This design comes from an exercise in tuning for small area, a short achievable clock period and few clock cycles on the open sky130 flow, not from production work. Function was checked by simulation only, so behaviour that the tests miss may differ from the original.

Design evm_core, start of the top module:
module evm_core (
    input  wire        clk,
    input  wire        rst,           
    input  wire [63:0] prog_len,      
    output wire        imem_req,
    output wire [63:0] imem_addr,
    input  wire        imem_ready,
    input  wire [63:0] imem_rdata,
    output reg         out_valid,
    output reg  [7:0]  out_byte,
    output reg  [1:0]  status,        
    output reg  [2:0]  cause,
    output wire [63:0] fault_pc,
    output reg  [63:0] fault_info
);
export LEC_CHECK = 0
export ABC_AREA = 1
export CAP_MARGIN = 40
export CORE_MARGIN = 2
export CORE_UTILIZATION = 50
export CTS_CLUSTER_DIAMETER = 100
export CTS_CLUSTER_SIZE = 20
export PLACE_DENSITY = 0.65
export SETUP_SLACK_MARGIN = 0.5
export SLEW_MARGIN = 20
export TNS_END_PERCENT = 0
create_clock -name core_clock -period 16.0 [get_ports {clk}]
standard.sh (not shown) runs the stock make flow with config.mk's settings and CLKGATE_MAP_FILE= SYNTH_SCRIPT=/design/flow/synth_recipe.tcl, a recipe that flattens the netlist after the stock synthesis.
==> flow/flow/run.sh <==
#!/bin/bash
set -euo pipefail
bash standard.sh SETUP_SLACK_MARGIN=11.5 \
  "BUFFER_PORTS_ARGS=-buffer_cell sky130_fd_sc_hd__buf_4" finish > flow_make.log 2>&1
Testbench counts at the start, summed over its fixed seeds: cycles 35,453.
Edit:
--- a/flow/design.v
+++ b/flow/design.v
@@ -6,15 +6,15 @@
     output wire [63:0] imem_addr,
     input  wire        imem_ready,
     input  wire [63:0] imem_rdata,
     output reg         out_valid,
     output reg  [7:0]  out_byte,
     output reg  [1:0]  status,        
     output reg  [2:0]  cause,
-    output wire [63:0] fault_pc,
+    output reg  [63:0] fault_pc,
     output reg  [63:0] fault_info
 );
     localparam OP_PUSH = 5'd0,  OP_DUP = 5'd1,  OP_SWAP = 5'd2,  OP_ADD = 5'd3;
     localparam OP_SUB = 5'd4,   OP_MULTU = 5'd5, OP_GT = 5'd6,   OP_LT = 5'd7;
     localparam OP_EQ = 5'd8,    OP_GE = 5'd9,   OP_LE = 5'd10,   OP_READ8 = 5'd11;
     localparam OP_READ64 = 5'd12, OP_WRITE8 = 5'd13, OP_WRITE64 = 5'd14;
     localparam OP_PRINTU = 5'd15, OP_PUTS = 5'd16, OP_CALL = 5'd17, OP_RET = 5'd18;
@@ -67,15 +67,14 @@
     reg [7:0]  qptr, qend, qlen;
     reg        ebusy, emode;    
     reg [79:0] ebuf;
     reg [4:0]  eidx;
     reg [7:0]  eptr, eend, erem;
     assign imem_req   = fvalid;
     assign imem_addr  = fpc;
-    assign fault_pc = fpc;
     wire [4:0] op      = ir[4:0];
     wire       illegal = ir_hi | (ir[4] & ir[3]);
     wire       ex      = irv & ~stopped & ~init;
     wire       immc    = ex &  mode;
     wire       a_nz    = ~at1[0];
     wire       d_ge1   = tv | a_nz;
     wire       d_ge2   = nv | (tv & a_nz) | (at[3:1] != 3'd0);
@@ -589,18 +588,14 @@
             if (fvalid && !stopped) begin
                 fvalid <= (fpc != plen_m1);
                 miss <= ~imem_ready;
             end
         end
         if (init1)
             fpc <= 64'd0;
-        else if (fault)
-            fpc <= (f_pcsel == 2'd0) ? fpc : (f_pcsel == 2'd2) ? fpc_m2 : fpc_m1;
-        else if (halt_now)
-            ;
         else if (redir)
             fpc <= rtgt;
         else if (miss)
             fpc <= fpc_m1;
         else if (!recheck && ir_free && fvalid && !stopped)
             fpc <= fpc_inc;
         if (ir_free) begin
@@ -626,14 +621,16 @@
             end
             if (halt_now) stopped <= 1'b1;
             if (cs_push) csp <= csp + 4'd1;
             if (cs_pop)  csp <= csp - 4'd1;
             if (m_start) mbusy <= 1'b1;
             else if (mbusy && mcnt[0]) mbusy <= 1'b0;
         end
+        fault_pc <= ({64{fault}} & ((f_pcsel == 2'd0) ? fpc : (f_pcsel == 2'd2) ? fpc_m2 : fpc_m1)) |
+                    ({64{~fault & ~init1}} & fault_pc);
         cause <= ({3{fault}} & f_cause) | ({3{~fault & ~init1}} & cause);
         if (fault) begin
             case (f_info)
             3'd1: fault_info <= fpc;
             3'd2: fault_info <= ir;
             3'd3: fault_info <= T;
             3'd4: fault_info <= N;
Effect:
- area after synthesis rose by 0.53%
- maximum frequency fell by 0.75%
- die area rose by 0.52%
- hold slack improves by 0.0090 ns
- clock-buffer cell count rose by 10
- setup slack degrades by 0.041 ns
Testbench counts after the change, summed over its fixed seeds: cycles 35,453.

static timing again, ports no longer ideal:
How much do the figures lean on ideal ports? The routed layouts below were timed once more, with nothing changed but the port constraints. Step 1 (the two cells are an assumption about what drives the block):
set clk [get_ports {clk}]
set_driving_cell -lib_cell sky130_fd_sc_hd__clkbuf_16 $clk
set_driving_cell -lib_cell sky130_fd_sc_hd__buf_2 [delete_from_list [all_inputs] $clk]
Step 2 times the ports against the registers' clock, not the clock port: input delays grow and output delays shrink by t, the midpoint of the rising clock arrivals with the driver on. a / b / c = ideal / step 1 / step 2; a / b = the first two.
run	shift t [ns]	slack for setup (ns)	latest minus earliest clock arrival (ns)	slew at the worst register clock pin (ns)
the first run	1.121	10.531 / 10.531 / 9.684	0.097 / 0.097	0.10 / 0.10
the second run	1.114	10.490 / 10.490 / 9.793	0.109 / 0.108	0.11 / 0.11
After both steps setup and hold are still met in every run listed. For the first run, which loses most, drivers alone change the setup slack by 0.000 ns; drivers and shift together by -0.847 ns.
